From an optimization exercise on the open Yosys and OpenROAD flow, aimed at small area, a short achievable clock period and few clock cycles per item; shortcuts taken in it are not production practice.
Only simulation tests tie the RTL to the original design; equivalence was not proved.

File: config.mk
export PLATFORM = sky130hd
export DESIGN_NAME = bcc_block
export DESIGN_NICKNAME = bcc_block
export VERILOG_FILES = /design/flow/design.v
export SDC_FILE = /design/flow/constraint.sdc
export NUM_CORES = 4
export LEC_CHECK = 0
export CAP_MARGIN = 20
export CORE_MARGIN = 2
export CORE_UTILIZATION = 65
export CTS_BUF_LIST = sky130_fd_sc_hd__clkbuf_4 sky130_fd_sc_hd__clkbuf_8
export SLEW_MARGIN = 20
File: constraint.sdc
create_clock -name core_clock -period 12.0 [get_ports {clk}]
set_input_delay 2.4000 -clock core_clock [delete_from_list [all_inputs] [get_ports {clk}]]
set_output_delay 2.4000 -clock core_clock [all_outputs]
set_load 0.01 [all_outputs]
File: design.v
module bcc_block (
  input  wire         clk,
  input  wire         rst,           
  input  wire         in_valid,
  output wire         in_ready,
  input  wire         in_decrypt,    
  input  wire [4:0]   in_keylen,     
  input  wire [127:0] in_key,
  input  wire [63:0]  in_block,
  output wire         out_valid,
  input  wire         out_ready,
  output wire [63:0]  out_block
);
  function [7:0] add8(input [7:0] a, input [7:0] c);
    integer k;
    reg cy;
    begin
      cy = 1'b0;
      for (k = 0; k < 8; k = k + 1) begin
        add8[k] = a[k] ^ c[k] ^ cy;
        cy = (a[k] & c[k]) | (cy & (a[k] | c[k]));
      end
    end
  endfunction
  reg        v0;
  reg        d0;
  reg [63:0] x0;
  reg [63:0] k0;
  reg        v1;
  reg        d1;
  reg [63:0] x1;
  reg [63:0] k1;
  reg        v2;
  reg        d2;
  reg [63:0] x2;
  reg [63:0] k2;
  reg        v3;
  reg        d3;
  reg [63:0] x3;
  reg [63:0] k3;
  reg        v4;
  reg        d4;
  reg [63:0] x4;
  reg [63:0] k4;
  reg        v5;
  reg        d5;
  reg [63:0] x5;
  reg [63:0] k5;
  reg        sk_v;
  reg [63:0] sk;
  wire stall = sk_v;
  assign in_ready  = ~sk_v;
  assign out_valid = v5;
  assign out_block = x5;
  reg [63:0] ek;
  always @* begin
    ek[7:0] = in_key[7:0];
    case (in_keylen)
      5'd1: ek[15:8] = in_key[7:0];
      default: ek[15:8] = in_key[15:8];
    endcase
    case (in_keylen)
      5'd1, 5'd2: ek[23:16] = in_key[7:0];
      default: ek[23:16] = in_key[23:16];
    endcase
    case (in_keylen)
      5'd1, 5'd3: ek[31:24] = in_key[7:0];
      5'd2: ek[31:24] = in_key[15:8];
      default: ek[31:24] = in_key[31:24];
    endcase
    case (in_keylen)
      5'd1, 5'd2, 5'd4: ek[39:32] = in_key[7:0];
      5'd3: ek[39:32] = in_key[15:8];
      default: ek[39:32] = in_key[39:32];
    endcase
    case (in_keylen)
      5'd1, 5'd5: ek[47:40] = in_key[7:0];
      5'd2, 5'd4: ek[47:40] = in_key[15:8];
      5'd3: ek[47:40] = in_key[23:16];
      default: ek[47:40] = in_key[47:40];
    endcase
    case (in_keylen)
      5'd1, 5'd2, 5'd3, 5'd6: ek[55:48] = in_key[7:0];
      5'd5: ek[55:48] = in_key[15:8];
      5'd4: ek[55:48] = in_key[23:16];
      default: ek[55:48] = in_key[55:48];
    endcase
    case (in_keylen)
      5'd1, 5'd7: ek[63:56] = in_key[7:0];
      5'd2, 5'd3, 5'd6: ek[63:56] = in_key[15:8];
      5'd5: ek[63:56] = in_key[23:16];
      5'd4: ek[63:56] = in_key[31:24];
      default: ek[63:56] = in_key[63:56];
    endcase
  end
  wire [63:0] kb;
  assign kb[7:0] = ek[7:0];
  assign kb[15:8] = ek[15:8] + 8'd1;
  assign kb[23:16] = ek[23:16] + 8'd4;
  assign kb[31:24] = ek[31:24] + 8'd9;
  assign kb[39:32] = ek[39:32] + 8'd16;
  assign kb[47:40] = ek[47:40] + 8'd25;
  assign kb[55:48] = ek[55:48] + 8'd36;
  assign kb[63:56] = ek[63:56] + 8'd49;
  always @(posedge clk) begin
    if (rst) v0 <= 1'b0;
    else if (~stall) v0 <= in_valid;
    if (~stall) begin
      d0 <= in_decrypt;
      x0 <= in_block;
      k0 <= kb;
    end
  end
  wire [63:0] w1;
  assign w1[7:0] = x0[7:0] ^ k0[7:0];
  assign w1[15:8] = x0[15:8] ^ k0[15:8];
  assign w1[23:16] = x0[23:16] ^ k0[23:16];
  assign w1[31:24] = x0[31:24] ^ k0[31:24];
  assign w1[39:32] = x0[39:32] ^ k0[39:32];
  assign w1[47:40] = x0[47:40] ^ k0[47:40];
  assign w1[55:48] = x0[55:48] ^ k0[55:48];
  assign w1[63:56] = x0[63:56] ^ k0[63:56];
  wire [63:0] w2;
  assign w2[7:0] = add8(w1[7:0], 8'd0);
  assign w2[15:8] = add8(w1[15:8], 8'd1);
  assign w2[23:16] = add8(w1[23:16], 8'd4);
  assign w2[31:24] = add8(w1[31:24], 8'd9);
  assign w2[39:32] = add8(w1[39:32], 8'd16);
  assign w2[47:40] = add8(w1[47:40], 8'd25);
  assign w2[55:48] = add8(w1[55:48], 8'd36);
  assign w2[63:56] = add8(w1[63:56], 8'd49);
  wire [63:0] u3;
  wire [7:0] p4 = x0[63:56];
  assign u3[7:0] = {p4[0:0], p4[7:1]};
  wire [7:0] p5 = (x0[7:0] ^ x0[63:56]);
  assign u3[15:8] = {p5[1:0], p5[7:2]};
  wire [7:0] p6 = (x0[55:48] ^ x0[7:0]);
  assign u3[23:16] = {p6[2:0], p6[7:3]};
  wire [7:0] p7 = (x0[15:8] ^ x0[55:48]);
  assign u3[31:24] = {p7[3:0], p7[7:4]};
  wire [7:0] p8 = (x0[47:40] ^ x0[15:8]);
  assign u3[39:32] = {p8[4:0], p8[7:5]};
  wire [7:0] p9 = (x0[23:16] ^ x0[47:40]);
  assign u3[47:40] = {p9[5:0], p9[7:6]};
  wire [7:0] p10 = (x0[39:32] ^ x0[23:16]);
  assign u3[55:48] = {p10[6:0], p10[7:7]};
  wire [7:0] p11 = (x0[31:24] ^ x0[39:32]);
  assign u3[63:56] = p11;
  wire [7:0] y12 = w2[7:0];
  wire [7:0] r13 = {y12[6:0], y12[7:7]};
  wire [7:0] y14 = w2[15:8];
  wire [7:0] r15 = {y14[5:0], y14[7:6]};
  wire [7:0] y16 = w2[23:16];
  wire [7:0] r17 = {y16[4:0], y16[7:5]};
  wire [7:0] y18 = w2[31:24];
  wire [7:0] r19 = {y18[3:0], y18[7:4]};
  wire [7:0] y20 = w2[39:32];
  wire [7:0] r21 = {y20[2:0], y20[7:3]};
  wire [7:0] y22 = w2[47:40];
  wire [7:0] r23 = {y22[1:0], y22[7:2]};
  wire [7:0] y24 = w2[55:48];
  wire [7:0] r25 = {y24[0:0], y24[7:1]};
  wire [7:0] y26 = w2[63:56];
  wire [7:0] r27 = y26;
  wire [7:0] c28 = r13;
  wire [7:0] c29 = c28 ^ r15;
  wire [7:0] c30 = c29 ^ r17;
  wire [7:0] c31 = c30 ^ r19;
  wire [7:0] c32 = c31 ^ r21;
  wire [7:0] c33 = c32 ^ r23;
  wire [7:0] c34 = c33 ^ r25;
  wire [7:0] c35 = c34 ^ r27;
  wire [63:0] m36 = {c28, c30, c32, c34, c35, c33, c31, c29};
  wire [63:0] w37;
  assign w37[7:0] = add8(u3[7:0], 8'd228);
  assign w37[15:8] = add8(u3[15:8], 8'd227);
  assign w37[23:16] = add8(u3[23:16], 8'd224);
  assign w37[31:24] = add8(u3[31:24], 8'd219);
  assign w37[39:32] = add8(u3[39:32], 8'd212);
  assign w37[47:40] = add8(u3[47:40], 8'd203);
  assign w37[55:48] = add8(u3[55:48], 8'd192);
  assign w37[63:56] = add8(u3[63:56], 8'd179);
  wire [63:0] s38;
  assign s38[7:0] = add8(k0[7:0], (d0 ? 8'd4 : 8'd1));
  assign s38[15:8] = add8(k0[15:8], (d0 ? 8'd4 : 8'd1));
  assign s38[23:16] = add8(k0[23:16], (d0 ? 8'd4 : 8'd1));
  assign s38[31:24] = add8(k0[31:24], (d0 ? 8'd4 : 8'd1));
  assign s38[39:32] = add8(k0[39:32], (d0 ? 8'd4 : 8'd1));
  assign s38[47:40] = add8(k0[47:40], (d0 ? 8'd4 : 8'd1));
  assign s38[55:48] = add8(k0[55:48], (d0 ? 8'd4 : 8'd1));
  assign s38[63:56] = add8(k0[63:56], (d0 ? 8'd4 : 8'd1));
  wire [63:0] x39 = d0 ? w37 : m36;
  wire [63:0] w40;
  assign w40[7:0] = x39[7:0] ^ s38[7:0];
  assign w40[15:8] = x39[15:8] ^ s38[15:8];
  assign w40[23:16] = x39[23:16] ^ s38[23:16];
  assign w40[31:24] = x39[31:24] ^ s38[31:24];
  assign w40[39:32] = x39[39:32] ^ s38[39:32];
  assign w40[47:40] = x39[47:40] ^ s38[47:40];
  assign w40[55:48] = x39[55:48] ^ s38[55:48];
  assign w40[63:56] = x39[63:56] ^ s38[63:56];
  always @(posedge clk) begin
    if (rst) v1 <= 1'b0;
    else if (~stall) v1 <= v0;
    if (~stall) begin
      d1 <= d0;
      x1 <= w40;
      k1 <= k0;
    end
  end
  wire [63:0] w41;
  assign w41[7:0] = add8(x1[7:0], 8'd7);
  assign w41[15:8] = add8(x1[15:8], 8'd8);
  assign w41[23:16] = add8(x1[23:16], 8'd11);
  assign w41[31:24] = add8(x1[31:24], 8'd16);
  assign w41[39:32] = add8(x1[39:32], 8'd23);
  assign w41[47:40] = add8(x1[47:40], 8'd32);
  assign w41[55:48] = add8(x1[55:48], 8'd43);
  assign w41[63:56] = add8(x1[63:56], 8'd56);
  wire [63:0] u42;
  wire [7:0] p43 = x1[63:56];
  assign u42[7:0] = {p43[0:0], p43[7:1]};
  wire [7:0] p44 = (x1[7:0] ^ x1[63:56]);
  assign u42[15:8] = {p44[1:0], p44[7:2]};
  wire [7:0] p45 = (x1[55:48] ^ x1[7:0]);
  assign u42[23:16] = {p45[2:0], p45[7:3]};
  wire [7:0] p46 = (x1[15:8] ^ x1[55:48]);
  assign u42[31:24] = {p46[3:0], p46[7:4]};
  wire [7:0] p47 = (x1[47:40] ^ x1[15:8]);
  assign u42[39:32] = {p47[4:0], p47[7:5]};
  wire [7:0] p48 = (x1[23:16] ^ x1[47:40]);
  assign u42[47:40] = {p48[5:0], p48[7:6]};
  wire [7:0] p49 = (x1[39:32] ^ x1[23:16]);
  assign u42[55:48] = {p49[6:0], p49[7:7]};
  wire [7:0] p50 = (x1[31:24] ^ x1[39:32]);
  assign u42[63:56] = p50;
  wire [7:0] y51 = w41[7:0];
  wire [7:0] r52 = {y51[6:0], y51[7:7]};
  wire [7:0] y53 = w41[15:8];
  wire [7:0] r54 = {y53[5:0], y53[7:6]};
  wire [7:0] y55 = w41[23:16];
  wire [7:0] r56 = {y55[4:0], y55[7:5]};
  wire [7:0] y57 = w41[31:24];
  wire [7:0] r58 = {y57[3:0], y57[7:4]};
  wire [7:0] y59 = w41[39:32];
  wire [7:0] r60 = {y59[2:0], y59[7:3]};
  wire [7:0] y61 = w41[47:40];
  wire [7:0] r62 = {y61[1:0], y61[7:2]};
  wire [7:0] y63 = w41[55:48];
  wire [7:0] r64 = {y63[0:0], y63[7:1]};
  wire [7:0] y65 = w41[63:56];
  wire [7:0] r66 = y65;
  wire [7:0] c67 = r52;
  wire [7:0] c68 = c67 ^ r54;
  wire [7:0] c69 = c68 ^ r56;
  wire [7:0] c70 = c69 ^ r58;
  wire [7:0] c71 = c70 ^ r60;
  wire [7:0] c72 = c71 ^ r62;
  wire [7:0] c73 = c72 ^ r64;
  wire [7:0] c74 = c73 ^ r66;
  wire [63:0] m75 = {c67, c69, c71, c73, c74, c72, c70, c68};
  wire [63:0] w76;
  assign w76[7:0] = add8(u42[7:0], 8'd235);
  assign w76[15:8] = add8(u42[15:8], 8'd234);
  assign w76[23:16] = add8(u42[23:16], 8'd231);
  assign w76[31:24] = add8(u42[31:24], 8'd226);
  assign w76[39:32] = add8(u42[39:32], 8'd219);
  assign w76[47:40] = add8(u42[47:40], 8'd210);
  assign w76[55:48] = add8(u42[55:48], 8'd199);
  assign w76[63:56] = add8(u42[63:56], 8'd186);
  wire [63:0] s77;
  assign s77[7:0] = add8(k1[7:0], (d1 ? 8'd3 : 8'd2));
  assign s77[15:8] = add8(k1[15:8], (d1 ? 8'd3 : 8'd2));
  assign s77[23:16] = add8(k1[23:16], (d1 ? 8'd3 : 8'd2));
  assign s77[31:24] = add8(k1[31:24], (d1 ? 8'd3 : 8'd2));
  assign s77[39:32] = add8(k1[39:32], (d1 ? 8'd3 : 8'd2));
  assign s77[47:40] = add8(k1[47:40], (d1 ? 8'd3 : 8'd2));
  assign s77[55:48] = add8(k1[55:48], (d1 ? 8'd3 : 8'd2));
  assign s77[63:56] = add8(k1[63:56], (d1 ? 8'd3 : 8'd2));
  wire [63:0] x78 = d1 ? w76 : m75;
  wire [63:0] w79;
  assign w79[7:0] = x78[7:0] ^ s77[7:0];
  assign w79[15:8] = x78[15:8] ^ s77[15:8];
  assign w79[23:16] = x78[23:16] ^ s77[23:16];
  assign w79[31:24] = x78[31:24] ^ s77[31:24];
  assign w79[39:32] = x78[39:32] ^ s77[39:32];
  assign w79[47:40] = x78[47:40] ^ s77[47:40];
  assign w79[55:48] = x78[55:48] ^ s77[55:48];
  assign w79[63:56] = x78[63:56] ^ s77[63:56];
  always @(posedge clk) begin
    if (rst) v2 <= 1'b0;
    else if (~stall) v2 <= v1;
    if (~stall) begin
      d2 <= d1;
      x2 <= w79;
      k2 <= k1;
    end
  end
  wire [63:0] w80;
  assign w80[7:0] = add8(x2[7:0], 8'd14);
  assign w80[15:8] = add8(x2[15:8], 8'd15);
  assign w80[23:16] = add8(x2[23:16], 8'd18);
  assign w80[31:24] = add8(x2[31:24], 8'd23);
  assign w80[39:32] = add8(x2[39:32], 8'd30);
  assign w80[47:40] = add8(x2[47:40], 8'd39);
  assign w80[55:48] = add8(x2[55:48], 8'd50);
  assign w80[63:56] = add8(x2[63:56], 8'd63);
  wire [63:0] u81;
  wire [7:0] p82 = x2[63:56];
  assign u81[7:0] = {p82[0:0], p82[7:1]};
  wire [7:0] p83 = (x2[7:0] ^ x2[63:56]);
  assign u81[15:8] = {p83[1:0], p83[7:2]};
  wire [7:0] p84 = (x2[55:48] ^ x2[7:0]);
  assign u81[23:16] = {p84[2:0], p84[7:3]};
  wire [7:0] p85 = (x2[15:8] ^ x2[55:48]);
  assign u81[31:24] = {p85[3:0], p85[7:4]};
  wire [7:0] p86 = (x2[47:40] ^ x2[15:8]);
  assign u81[39:32] = {p86[4:0], p86[7:5]};
  wire [7:0] p87 = (x2[23:16] ^ x2[47:40]);
  assign u81[47:40] = {p87[5:0], p87[7:6]};
  wire [7:0] p88 = (x2[39:32] ^ x2[23:16]);
  assign u81[55:48] = {p88[6:0], p88[7:7]};
  wire [7:0] p89 = (x2[31:24] ^ x2[39:32]);
  assign u81[63:56] = p89;
  wire [7:0] y90 = w80[7:0];
  wire [7:0] r91 = {y90[6:0], y90[7:7]};
  wire [7:0] y92 = w80[15:8];
  wire [7:0] r93 = {y92[5:0], y92[7:6]};
  wire [7:0] y94 = w80[23:16];
  wire [7:0] r95 = {y94[4:0], y94[7:5]};
  wire [7:0] y96 = w80[31:24];
  wire [7:0] r97 = {y96[3:0], y96[7:4]};
  wire [7:0] y98 = w80[39:32];
  wire [7:0] r99 = {y98[2:0], y98[7:3]};
  wire [7:0] y100 = w80[47:40];
  wire [7:0] r101 = {y100[1:0], y100[7:2]};
  wire [7:0] y102 = w80[55:48];
  wire [7:0] r103 = {y102[0:0], y102[7:1]};
  wire [7:0] y104 = w80[63:56];
  wire [7:0] r105 = y104;
  wire [7:0] c106 = r91;
  wire [7:0] c107 = c106 ^ r93;
  wire [7:0] c108 = c107 ^ r95;
  wire [7:0] c109 = c108 ^ r97;
  wire [7:0] c110 = c109 ^ r99;
  wire [7:0] c111 = c110 ^ r101;
  wire [7:0] c112 = c111 ^ r103;
  wire [7:0] c113 = c112 ^ r105;
  wire [63:0] m114 = {c106, c108, c110, c112, c113, c111, c109, c107};
  wire [63:0] w115;
  assign w115[7:0] = add8(u81[7:0], 8'd242);
  assign w115[15:8] = add8(u81[15:8], 8'd241);
  assign w115[23:16] = add8(u81[23:16], 8'd238);
  assign w115[31:24] = add8(u81[31:24], 8'd233);
  assign w115[39:32] = add8(u81[39:32], 8'd226);
  assign w115[47:40] = add8(u81[47:40], 8'd217);
  assign w115[55:48] = add8(u81[55:48], 8'd206);
  assign w115[63:56] = add8(u81[63:56], 8'd193);
  wire [63:0] s116;
  assign s116[7:0] = add8(k2[7:0], (d2 ? 8'd2 : 8'd3));
  assign s116[15:8] = add8(k2[15:8], (d2 ? 8'd2 : 8'd3));
  assign s116[23:16] = add8(k2[23:16], (d2 ? 8'd2 : 8'd3));
  assign s116[31:24] = add8(k2[31:24], (d2 ? 8'd2 : 8'd3));
  assign s116[39:32] = add8(k2[39:32], (d2 ? 8'd2 : 8'd3));
  assign s116[47:40] = add8(k2[47:40], (d2 ? 8'd2 : 8'd3));
  assign s116[55:48] = add8(k2[55:48], (d2 ? 8'd2 : 8'd3));
  assign s116[63:56] = add8(k2[63:56], (d2 ? 8'd2 : 8'd3));
  wire [63:0] x117 = d2 ? w115 : m114;
  wire [63:0] w118;
  assign w118[7:0] = x117[7:0] ^ s116[7:0];
  assign w118[15:8] = x117[15:8] ^ s116[15:8];
  assign w118[23:16] = x117[23:16] ^ s116[23:16];
  assign w118[31:24] = x117[31:24] ^ s116[31:24];
  assign w118[39:32] = x117[39:32] ^ s116[39:32];
  assign w118[47:40] = x117[47:40] ^ s116[47:40];
  assign w118[55:48] = x117[55:48] ^ s116[55:48];
  assign w118[63:56] = x117[63:56] ^ s116[63:56];
  always @(posedge clk) begin
    if (rst) v3 <= 1'b0;
    else if (~stall) v3 <= v2;
    if (~stall) begin
      d3 <= d2;
      x3 <= w118;
      k3 <= k2;
    end
  end
  wire [63:0] w119;
  assign w119[7:0] = add8(x3[7:0], 8'd21);
  assign w119[15:8] = add8(x3[15:8], 8'd22);
  assign w119[23:16] = add8(x3[23:16], 8'd25);
  assign w119[31:24] = add8(x3[31:24], 8'd30);
  assign w119[39:32] = add8(x3[39:32], 8'd37);
  assign w119[47:40] = add8(x3[47:40], 8'd46);
  assign w119[55:48] = add8(x3[55:48], 8'd57);
  assign w119[63:56] = add8(x3[63:56], 8'd70);
  wire [63:0] u120;
  wire [7:0] p121 = x3[63:56];
  assign u120[7:0] = {p121[0:0], p121[7:1]};
  wire [7:0] p122 = (x3[7:0] ^ x3[63:56]);
  assign u120[15:8] = {p122[1:0], p122[7:2]};
  wire [7:0] p123 = (x3[55:48] ^ x3[7:0]);
  assign u120[23:16] = {p123[2:0], p123[7:3]};
  wire [7:0] p124 = (x3[15:8] ^ x3[55:48]);
  assign u120[31:24] = {p124[3:0], p124[7:4]};
  wire [7:0] p125 = (x3[47:40] ^ x3[15:8]);
  assign u120[39:32] = {p125[4:0], p125[7:5]};
  wire [7:0] p126 = (x3[23:16] ^ x3[47:40]);
  assign u120[47:40] = {p126[5:0], p126[7:6]};
  wire [7:0] p127 = (x3[39:32] ^ x3[23:16]);
  assign u120[55:48] = {p127[6:0], p127[7:7]};
  wire [7:0] p128 = (x3[31:24] ^ x3[39:32]);
  assign u120[63:56] = p128;
  wire [7:0] y129 = w119[7:0];
  wire [7:0] r130 = {y129[6:0], y129[7:7]};
  wire [7:0] y131 = w119[15:8];
  wire [7:0] r132 = {y131[5:0], y131[7:6]};
  wire [7:0] y133 = w119[23:16];
  wire [7:0] r134 = {y133[4:0], y133[7:5]};
  wire [7:0] y135 = w119[31:24];
  wire [7:0] r136 = {y135[3:0], y135[7:4]};
  wire [7:0] y137 = w119[39:32];
  wire [7:0] r138 = {y137[2:0], y137[7:3]};
  wire [7:0] y139 = w119[47:40];
  wire [7:0] r140 = {y139[1:0], y139[7:2]};
  wire [7:0] y141 = w119[55:48];
  wire [7:0] r142 = {y141[0:0], y141[7:1]};
  wire [7:0] y143 = w119[63:56];
  wire [7:0] r144 = y143;
  wire [7:0] c145 = r130;
  wire [7:0] c146 = c145 ^ r132;
  wire [7:0] c147 = c146 ^ r134;
  wire [7:0] c148 = c147 ^ r136;
  wire [7:0] c149 = c148 ^ r138;
  wire [7:0] c150 = c149 ^ r140;
  wire [7:0] c151 = c150 ^ r142;
  wire [7:0] c152 = c151 ^ r144;
  wire [63:0] m153 = {c145, c147, c149, c151, c152, c150, c148, c146};
  wire [63:0] w154;
  assign w154[7:0] = add8(u120[7:0], 8'd249);
  assign w154[15:8] = add8(u120[15:8], 8'd248);
  assign w154[23:16] = add8(u120[23:16], 8'd245);
  assign w154[31:24] = add8(u120[31:24], 8'd240);
  assign w154[39:32] = add8(u120[39:32], 8'd233);
  assign w154[47:40] = add8(u120[47:40], 8'd224);
  assign w154[55:48] = add8(u120[55:48], 8'd213);
  assign w154[63:56] = add8(u120[63:56], 8'd200);
  wire [63:0] s155;
  assign s155[7:0] = add8(k3[7:0], (d3 ? 8'd1 : 8'd4));
  assign s155[15:8] = add8(k3[15:8], (d3 ? 8'd1 : 8'd4));
  assign s155[23:16] = add8(k3[23:16], (d3 ? 8'd1 : 8'd4));
  assign s155[31:24] = add8(k3[31:24], (d3 ? 8'd1 : 8'd4));
  assign s155[39:32] = add8(k3[39:32], (d3 ? 8'd1 : 8'd4));
  assign s155[47:40] = add8(k3[47:40], (d3 ? 8'd1 : 8'd4));
  assign s155[55:48] = add8(k3[55:48], (d3 ? 8'd1 : 8'd4));
  assign s155[63:56] = add8(k3[63:56], (d3 ? 8'd1 : 8'd4));
  wire [63:0] x156 = d3 ? w154 : m153;
  wire [63:0] w157;
  assign w157[7:0] = x156[7:0] ^ s155[7:0];
  assign w157[15:8] = x156[15:8] ^ s155[15:8];
  assign w157[23:16] = x156[23:16] ^ s155[23:16];
  assign w157[31:24] = x156[31:24] ^ s155[31:24];
  assign w157[39:32] = x156[39:32] ^ s155[39:32];
  assign w157[47:40] = x156[47:40] ^ s155[47:40];
  assign w157[55:48] = x156[55:48] ^ s155[55:48];
  assign w157[63:56] = x156[63:56] ^ s155[63:56];
  always @(posedge clk) begin
    if (rst) v4 <= 1'b0;
    else if (~stall) v4 <= v3;
    if (~stall) begin
      d4 <= d3;
      x4 <= w157;
      k4 <= k3;
    end
  end
  wire [63:0] w158;
  assign w158[7:0] = add8(x4[7:0], 8'd28);
  assign w158[15:8] = add8(x4[15:8], 8'd29);
  assign w158[23:16] = add8(x4[23:16], 8'd32);
  assign w158[31:24] = add8(x4[31:24], 8'd37);
  assign w158[39:32] = add8(x4[39:32], 8'd44);
  assign w158[47:40] = add8(x4[47:40], 8'd53);
  assign w158[55:48] = add8(x4[55:48], 8'd64);
  assign w158[63:56] = add8(x4[63:56], 8'd77);
  wire [63:0] u159;
  wire [7:0] p160 = x4[63:56];
  assign u159[7:0] = {p160[0:0], p160[7:1]};
  wire [7:0] p161 = (x4[7:0] ^ x4[63:56]);
  assign u159[15:8] = {p161[1:0], p161[7:2]};
  wire [7:0] p162 = (x4[55:48] ^ x4[7:0]);
  assign u159[23:16] = {p162[2:0], p162[7:3]};
  wire [7:0] p163 = (x4[15:8] ^ x4[55:48]);
  assign u159[31:24] = {p163[3:0], p163[7:4]};
  wire [7:0] p164 = (x4[47:40] ^ x4[15:8]);
  assign u159[39:32] = {p164[4:0], p164[7:5]};
  wire [7:0] p165 = (x4[23:16] ^ x4[47:40]);
  assign u159[47:40] = {p165[5:0], p165[7:6]};
  wire [7:0] p166 = (x4[39:32] ^ x4[23:16]);
  assign u159[55:48] = {p166[6:0], p166[7:7]};
  wire [7:0] p167 = (x4[31:24] ^ x4[39:32]);
  assign u159[63:56] = p167;
  wire [7:0] y168 = w158[7:0];
  wire [7:0] r169 = {y168[6:0], y168[7:7]};
  wire [7:0] y170 = w158[15:8];
  wire [7:0] r171 = {y170[5:0], y170[7:6]};
  wire [7:0] y172 = w158[23:16];
  wire [7:0] r173 = {y172[4:0], y172[7:5]};
  wire [7:0] y174 = w158[31:24];
  wire [7:0] r175 = {y174[3:0], y174[7:4]};
  wire [7:0] y176 = w158[39:32];
  wire [7:0] r177 = {y176[2:0], y176[7:3]};
  wire [7:0] y178 = w158[47:40];
  wire [7:0] r179 = {y178[1:0], y178[7:2]};
  wire [7:0] y180 = w158[55:48];
  wire [7:0] r181 = {y180[0:0], y180[7:1]};
  wire [7:0] y182 = w158[63:56];
  wire [7:0] r183 = y182;
  wire [7:0] c184 = r169;
  wire [7:0] c185 = c184 ^ r171;
  wire [7:0] c186 = c185 ^ r173;
  wire [7:0] c187 = c186 ^ r175;
  wire [7:0] c188 = c187 ^ r177;
  wire [7:0] c189 = c188 ^ r179;
  wire [7:0] c190 = c189 ^ r181;
  wire [7:0] c191 = c190 ^ r183;
  wire [63:0] m192 = {c184, c186, c188, c190, c191, c189, c187, c185};
  wire [63:0] w193;
  assign w193[7:0] = add8(u159[7:0], 8'd0);
  assign w193[15:8] = add8(u159[15:8], 8'd255);
  assign w193[23:16] = add8(u159[23:16], 8'd252);
  assign w193[31:24] = add8(u159[31:24], 8'd247);
  assign w193[39:32] = add8(u159[39:32], 8'd240);
  assign w193[47:40] = add8(u159[47:40], 8'd231);
  assign w193[55:48] = add8(u159[55:48], 8'd220);
  assign w193[63:56] = add8(u159[63:56], 8'd207);
  wire [63:0] w194;
  assign w194[7:0] = w193[7:0] ^ k4[7:0];
  assign w194[15:8] = w193[15:8] ^ k4[15:8];
  assign w194[23:16] = w193[23:16] ^ k4[23:16];
  assign w194[31:24] = w193[31:24] ^ k4[31:24];
  assign w194[39:32] = w193[39:32] ^ k4[39:32];
  assign w194[47:40] = w193[47:40] ^ k4[47:40];
  assign w194[55:48] = w193[55:48] ^ k4[55:48];
  assign w194[63:56] = w193[63:56] ^ k4[63:56];
  wire [63:0] o195 = d4 ? w194 : m192;
  always @(posedge clk) begin
    if (rst) begin
      v5   <= 1'b0;
      sk_v <= 1'b0;
    end else if (sk_v) begin
      if (out_ready) begin
        v5   <= 1'b1;
        sk_v <= 1'b0;
      end
    end else if (~v5 | out_ready) begin
      v5 <= v4;
    end else if (v4) begin
      sk_v <= 1'b1;
    end
    if (sk_v ? out_ready : (~v5 | out_ready))
      x5 <= sk_v ? sk : o195;
    if (~sk_v)
      sk <= o195;
  end
endmodule
File: flow/run.sh
#!/bin/bash
bash standard.sh "BUFFER_PORTS_ARGS=-buffer_cell sky130_fd_sc_hd__buf_1" SETUP_SLACK_MARGIN=8.25 finish > flow_make.log 2>&1
File: standard.sh
#!/bin/bash
# synth_recipe.tcl (not shown) runs the flow's synth.tcl, then flattens the netlist and writes it again
# the make line also repeats each setting of config.mk as NAME=value (left out here)
make -C /OpenROAD-flow-scripts/flow DESIGN_CONFIG=/design/flow/config.mk WORK_HOME=/design/flow/orfs CLKGATE_MAP_FILE= SYNTH_SCRIPT=/design/flow/synth_recipe.tcl "${@:-finish}"
==> summary.md, run 1 <==
| Metric | Value |
|---|---|
| Status | `complete, no violations` |
| Clk latency of the worst-skew pair | `around 820 ps` |
| Final setup violation count | `0` |
| Wire per inst | `between 20 and 30 um` |
| Final TNS setup | `0 ps` |
| Unrepaired setup endpoints after global routing | `true` |
| Sequential area share after synthesis | `between 40% and 50%` |
| Cells after Synth | `approximately 3800` |
| Iteration-0 DRC count of the detailed router | `around 3000` |
| Fill count | `4708` |
| Top_reg_cell synth | `edfxtp_1` |
| Clock buffer depth | `3` |
| Gpl congestion | `~1.1` |
| Worst Tran Pin Value | `roughly 1200 ps` |
| CTS Sinks | `roughly 800` |
| Initial Utilization | `65.9%` |
| Total Wirelength | `between 150000 and 200000 um` |
| Vias | `roughly 32000` |
| Max Slew Vio Count | `0` |
| Fraction of layout cells with a size suffix above 1 | `approximately 13%` |
| H-Tree Depth | `4` |
| Fin crit share | `about a third` |
| I/O Pins | `approximately 270` |
| Clock root cell | `clkbuf_8` |
| Max-slew headroom | `19.1%` |
| Max Cap Viol | `0` |
| Initial antenna violation count | `2` |
| Worst Path Max Fanout | `2` |
| Async set-reset flop share out of synthesis | `0%` |
| Fin cells | `5228` |
| R2r worst-path depth | `15` |
| Worst EP required | `about 9600 ps` |
| Yosys synthesis warning count | `1` |
| Largest net degree at the start of global routing | `180` |
| Synthesized Nets | `roughly 4700` |
| Yosys cell types | `61` |
| Worst Skew | `about 65 ps` |
| Most common cell after layout, fill and taps aside | `edfxtp_1` |
| Worst Setup EP | `in_ready` |
| Core area | `0.0731 mm^2` |
| Slowest cell on crit path | `dfxtp_4` |
| Synth Register Bits | `around 800` |
| ANT nets after route | `0` |
| Final min period | `between 3000 and 4000 ps` |
| HP Class | `flop to flop` |
| Drt pass-1 iters | `8` |
| CTS tree | `done` |
| CP Capture Type | `output pin` |
| GRT Util Overall | `~40%` |
| Die width | `276 um` |
| Syn Area/Cell | `about 13 um^2` |
| Fmax achieved | `between 200 and 300 MHz` |
| Crit-path cells | `inv_16 -> buf_6` |
| R2R Path End | `x3[24]` |
| Vias in the first global route | `around 32000` |
| Dpl cells | `between 4000 and 5000` |
| DPL Wire Length | `between 100000 and 150000 um` |
| Port buffer count | `roughly 200` |
| Row cnt | `99` |
| CP startpoint | `sk_v` |
| Layout area overhead | `13.3%` |
| First-pass GRT wire length | `approximately 220000 um` |
| Worst Setup Start Kind | `flop` |
| Total global routing overflow | `0` |
| Die H | `approximately 280 um` |
| Commonest non-fill, non-tap cells in the layout | `709 x edfxtp_1, 587 x xnor2_1, 572 x ha_1` |
| Slowest cell delay on critical path | `around 420 ps` |
| Final Hold Viols | `0` |
| R2R Setup Slk | `just over 8000 ps` |
| Synth Cell Area | `0.0481 mm^2` |
| WS Path Type | `flop to output pin` |
| Fin nets | `about 5000` |
| R2r startpoint | `x2[9]` |
| Residual DRC | `0` |
| Clock transition at path regs | `about 70 ps` |
| CTS buffer count | `roughly 130` |
| Die area | `0.0762 mm^2` |
| EDFF count, synth | `slightly above 700` |
| Worst Path Arrival | `roughly 1400 ps` |
| Vias per inst | `6.03` |
sequential cells by signal, summed over array words and instances (netlist names), 64 cells and up:
signal and count:
k0 64, x2 64, k2 64, k4 64
x0 64, k1 64, sk 64, x4 64
k3 64, x3 64, x5 64, x1 64
cell type report:
cell class	instances	area (um^2)	share of cell area [%]
repair buffers	308	1770	3.25
repair inverters	3	26.3	0.0482
multi-input cells	2604	24800	45.6
well taps	959	1200	2.20
diodes	1	2.50	0.00459
clock buffers	173	2160	3.95
inverters	341	1300	2.38
flip-flops and latches	780	22700	41.7
clock inverters	59	512	0.938
how the worst min path moves through the flow:
| stage | from | slack, ps | cells after the start | endpoint |
|---|---|---|---|---|
| detailed placement | k3[58] | 440 | 0 | k4[58] |
| finish | k1[29] | 430 | 0 | k2[29] |
| floorplan | sk[25] | 410 | 2 | sk[25] |
| global placement | sk[25] | 420 | 2 | sk[25] |
| global route | k1[29] | 450 | 0 | k2[29] |
| CTS | k1[29] | 430 | 0 | k2[29] |
routing by layer:
metal / share of wire, % / GRT usage, % / up-vias
met3: 6.4 / 6.81 / 669
met1: 34 / 43.2 / 15128
met2: 48 / 68.7 / 1713
li1: - / - / 13993
met4: 11 / 36.7 / 0
met5: 0 / 0 / -
synth_stat cells (9+ instances only):
library cell    n  area [um^2]
a21oi_1        96          480
a222oi_1       17          170
buf_1          18         67.6
clkbuf_1       84          315
dfxtp_1        71         1420
edfxtp_1      709        21300
fa_1           16          320
ha_1          591         7390
inv_1         338         1270
mux2_2         11          124
mux2i_1       112         1120
nand2_1       231          867
nand3_1        19         95.1
nand4_1        13         81.3
nor2_1         91          342
nor3_1         10         50.1
o21a_1          9         67.6
o21ai_0       200         1000
xnor2_1       633         5540
xnor3_1        62         1400
xor2_1        365         3200
xor3_1         20          475
kinds of logic after synthesis:
logic type                 after synthesis  synth area share [%]
muxes                                  123                  2.59
xor gates and xnor gates              1091                  22.5
DFF                                    780                  47.2
buffers and inverters                  458                  3.62
adders and majority gates              607                  16.0
and+or+nand+nor                        398                  3.48
AOI/OAI and AO/OA                      384                  4.58
per-stage QoR:
stage	cell area [um^2]	worst slack, ps	util [%]	hold slack, ps
2_1_floorplan	48700	7500	-	412
3_3_place_gp	50200	7000	68.7	423
3_5_place_dp	50200	6930	68.7	435
4_1_cts	53700	8110	73.5	427
5_1_grt	54500	8130	74.6	446
6_report	54500	8170	74.6	431
worst max-delay path, delay by kind of cell, from the launching register on:
family                 cells  cell delay (ps)
flip-flops                 1              420
buffers and inverters      2              180
what timing repair did:
item                       CTS  global route
setup endpoints to repair  157           139
gates cloned                 4             2
pin swaps                   24            30
resized for setup           89           125
hold buffers                 0             0
setup buffers               46            37
Testbench counts, summed over its fixed seeds: cycles 1,648, items 1,600.
==> run 2: changes to the inputs <==
--- a/design.v
+++ b/design.v
@@ -50,7 +50,8 @@
   reg [63:0] sk;
   wire stall = sk_v;
-  assign in_ready  = ~sk_v;
   assign out_valid = v5;
   assign out_block = x5;
+  reg        rdy_q;    
+  assign in_ready  = rdy_q;
   reg [63:0] ek;
   always @* begin
@@ -557,4 +558,8 @@
       sk_v <= 1'b1;
     end
+    if (rst) rdy_q <= 1'b1;
+    else if (sk_v) begin
+      if (out_ready) rdy_q <= 1'b1;
+    end else if (v5 & ~out_ready & v4) rdy_q <= 1'b0;
     if (sk_v ? out_ready : (~v5 | out_ready))
       x5 <= sk_v ? sk : o195;
==> flow/run.sh (replaced) <==
#!/bin/bash
bash standard.sh "BUFFER_PORTS_ARGS=-buffer_cell sky130_fd_sc_hd__buf_1" SETUP_SLACK_MARGIN=8.35 finish > flow_make.log 2>&1
==> summary.md, run 2 <==
| Metric | Value |
|---|---|
| Worst EP required | `12500 ps (was 9600 ps)` |
| Synth top cells by count | `709 x edfxtp_1, 633 x xnor2_1, 591 x ha_1 (unchanged)` |
| Ranking of synthesized cells by area | `edfxtp_1 44%, ha_1 15%, xnor2_1 11% (was edfxtp_1 44%, ha_1 15%, xnor2_1 12%)` |
| ANT nets after route | `0 (unchanged)` |
| Fraction of layout cells with a size suffix above 1 | `15.4% (was 12.9%)` |
| Layout area overhead | `14.3% (was 13.3%)` |
| Commonest non-fill, non-tap cells in the layout | `709 x edfxtp_1, 593 x xnor2_1, 563 x ha_1 (was 709 x edfxtp_1, 587 x xnor2_1, 572 x ha_1)` |
| Async set-reset flop share out of synthesis | `0% (unchanged)` |
| Max Slew Vio Count | `0 (unchanged)` |
| Area share of the largest cell type after synthesis | `44.0% (was 44.2%)` |
| Worst Skew | `80.0 ps (was 64.7 ps)` |
| WS Path Type | `flop to flop (was flop to output pin)` |
| Clock buffer depth | `3 (unchanged)` |
| Clk latency of the worst-skew pair | `830 ps (was 820 ps)` |
| Unrepaired setup endpoints after global routing | `true (unchanged)` |
| DPL Wire Length | `120000 um (was 119000 um)` |
| Buf/Inv on CP | `1 (was 2)` |
| CTS tree | `done (unchanged)` |
| Initial Utilization | `65.3% (was 65.9%)` |
| Synth Register Bits | `781 (was 780)` |
| Drt pass-1 iters | `9 (was 8)` |
| Core area | `0.0741 mm^2 (was 0.0731 mm^2)` |
| Worst Path Max Fanout | `3 (was 2)` |
| Slowest cell on crit path | `edfxtp_1 (was dfxtp_4)` |
| Top-count cell post-synth | `edfxtp_1 (unchanged)` |
| R2r worst-path depth | `15 (unchanged)` |
| Total Wirelength | `154000 um (was 153000 um)` |
| H-Tree Depth | `3 (was 4)` |
| CTS buffer count | `120 (was 131)` |
| Port buffer count | `203 (unchanged)` |
| Yosys synthesis warning count | `1 (unchanged)` |
| Clock transition at path regs | `70 ps (about the same)` |
| Final TNS setup | `0 ps (unchanged)` |
| Max Cap Viol | `0 (unchanged)` |
| Initial antenna violation count | `4 (was 2)` |
| Iteration-0 DRC count of the detailed router | `3331 (was 2971)` |
| Fin crit share | `32.3% (was 31.9%)` |
| Hold buffer count at CTS | `0 (unchanged)` |
| Sequential area share after synthesis | `47.0% (was 47.2%)` |
| Most common cell on crit path | `ha_4` |
| HP Class | `flop to flop (unchanged)` |
| Cells after Synth | `3862 (was 3841)` |
| Vias | `31780 (was 31503)` |
| Vias in the first global route | `32115 (was 32075)` |
| Slowest cell delay on critical path | `510 ps (was 420 ps)` |
| Worst Setup Start Kind | `flop (unchanged)` |
| Gpl congestion | `1.06 (was 1.09)` |
| Fin nets | `5030 (was 4978)` |
| Worst Path Arrival | `4380 ps (was 1430 ps)` |
| Status | `complete, no violations (unchanged)` |
| Crit path depth | `15 (was 2)` |
| Final Hold Viols | `0 (unchanged)` |
| Clock root cell | `clkbuf_8 (unchanged)` |
| Die area | `0.0766 mm^2 (was 0.0762 mm^2)` |
| Leading area contributor after synthesis | `edfxtp_1 (unchanged)` |
| Top_reg_cell synth | `edfxtp_1 (unchanged)` |
| DP Worst Slack | `6510 ps (was 6930 ps)` |
| Fmax achieved | `258 MHz (was 261 MHz)` |
| Crit-path leading delay family | `XOR/XNOR gates (was flip-flops)` |
| First-pass GRT wire length | `216000 um (was 217000 um)` |
| CTS Sinks | `781 (was 780)` |
| Die H | `277 um (was 276 um)` |
| Residual DRC | `0 (unchanged)` |
| Crit-path cells | `xnor2_2 -> inv_1 -> ha_2 -> ha_4 -> ha_4 -> ha_4 -> ha_4 -> ha_4 -> xnor3_2 -> xor3_2 -> xor3_2 -> xnor2_2 -> xnor2_1 -> mux2i_1 -> xnor2_1 (was inv_16 -> buf_6)` |
| Final setup violation count | `0 (unchanged)` |
| Most common cell after layout, fill and taps aside | `edfxtp_1 (unchanged)` |
| Fill count | `4861 (was 4708)` |
| Worst Hold Path Cells | `0 (unchanged)` |
| Wire per inst | `29.0 um (was 29.3 um)` |
| Largest net degree at the start of global routing | `157 (was 180)` |
| Fin cells | `5292 (was 5228)` |
| Max-slew headroom | `16.6% (was 19.1%)` |
| CP Capture Type | `flop (was output pin)` |
| Vias per inst | `6.01 (was 6.03)` |
| Total global routing overflow | `0 (unchanged)` |
| Worst Tran Pin Value | `1240 ps (was 1210 ps)` |
| Row cnt | `100 (was 99)` |
| Final min period | `3880 ps (was 3830 ps)` |
| GRT Util Overall | `40.0% (was 40.3%)` |
| Final WS setup | `8120 ps (was 8170 ps)` |
| I/O Pins | `268 (unchanged)` |
| Synth Cell Area | `0.0483 mm^2 (was 0.0481 mm^2)` |
| Syn Area/Cell | `12.5 um^2 (about the same)` |
| Dpl cells | `4936 (was 4906)` |
| EDFF count, synth | `709 (unchanged)` |
| Synthesized Nets | `4671 (was 4650)` |
| Die width | `277 um (was 276 um)` |
| Yosys cell types | `69 (was 61)` |
-- run 2: kinds of logic after synthesis --
| group | synth area share (%) |
|---|---|
| AO/OA/AOI/OAI | 4.69 |
| AND/OR/NAND/NOR | 3.46 |
| adder cells (fa/ha/maj) | 16.0 |
| multiplexers | 2.92 |
| flip-flops | 47.0 |
| buffers and inverters | 3.57 |
| XOR/XNOR | 22.4 |
-- run 2: timing repair --
item	4_1_cts	5_1_grt
cloned	2	2
setup endpoints to repair	232	167
pin swaps	52	64
setup buffers	64	64
resized for setup	179	177
hold endpoints to repair	0	0
-- run 2: worst reg2reg max path, stage by stage, from the launching register on --
cell and delay, ps:
edfxtp_1 510, xnor2_2 230, inv_1 70, ha_2 200, ha_4 170, ha_4 160
ha_4 160, ha_4 160, ha_4 260, xnor3_2 290, xor3_2 460, xor3_2 320
xnor2_2 200, xnor2_1 140, mux2i_1 110, xnor2_1 180
-- run 2: final cells by class --
cell class	instances	area, um^2	area share, %
flip-flops and latches	781	22700	41.2
multi-input cells	2629	25300	45.8
inverters	335	1280	2.31
well taps	969	1210	2.19
clock buffers	163	2040	3.69
diodes	2	5.00	0.00906
clock inverters	59	502	0.908
repair buffers	354	2160	3.92
-- run 2: per-layer routing --
metal / vias up / part of all wire (%) / track usage (%)
met2: 1750 / 47 / 65.9
met3: 660 / 6.6 / 5.71
met4: 0 / 12 / 38.7
met5: - / 0 / 0
met1: 15263 / 34 / 44.4
li1: 14107 / - / -
-- run 2: worst paths after layout --
| kind | start | end | slack [ps] |
|---|---|---|---|
| setup / recovery | k0[8] | x1[24] | 8120 |
| hold / removal | k3[18] | k4[18] | 410 |
| setup reg to reg | k0[8] | x1[24] | 8120 |
| hold reg to reg | k3[18] | k4[18] | 410 |
-- run 2: through the flow --
stage	hold slack, ps	utilization (%)	cell area (um^2)
6_report	413	74.6	55300
3_5_place_dp	440	67.7	50200
4_1_cts	421	73.0	54100
2_1_floorplan	412	-	48600
5_1_grt	433	74.6	55300
3_3_place_gp	432	67.7	50200
Testbench counts of run 2, summed over its fixed seeds: cycles 1,648, items 1,600.

[port drivers added, routing unchanged]
Ports are ideal in the flow. The routed layouts listed here were re-timed in OpenROAD. Step 1 sets driving cells, clkbuf_16 on the clock port and buf_2 on the other inputs (assumed; they add their load-dependent delay and slew). Step 2 times the ports against the registers' clock, not the clock port: input delays grow and output delays shrink by t, the midpoint of the rising clock arrivals with the driver on. Slacks: ideal / step 1 / step 2; pairs: ideal / step 1.
run | shift t [ns] | setup WS [ns] | worst setup path after step 2 | latest minus earliest clock arrival (ns) | cell pins on the clock port's net
run 1 | 0.861 | 8.167 / 8.099 / 7.419 | input to register | 0.065 / 0.065 | 1
run 2 | 0.859 | 8.120 / 8.120 / 7.444 | input to register | 0.088 / 0.088 | 1
After both steps setup and hold are still met in every run listed. The setup slack of run 1, which loses most, moves by -0.068 ns with the drivers and by -0.748 ns with both steps.
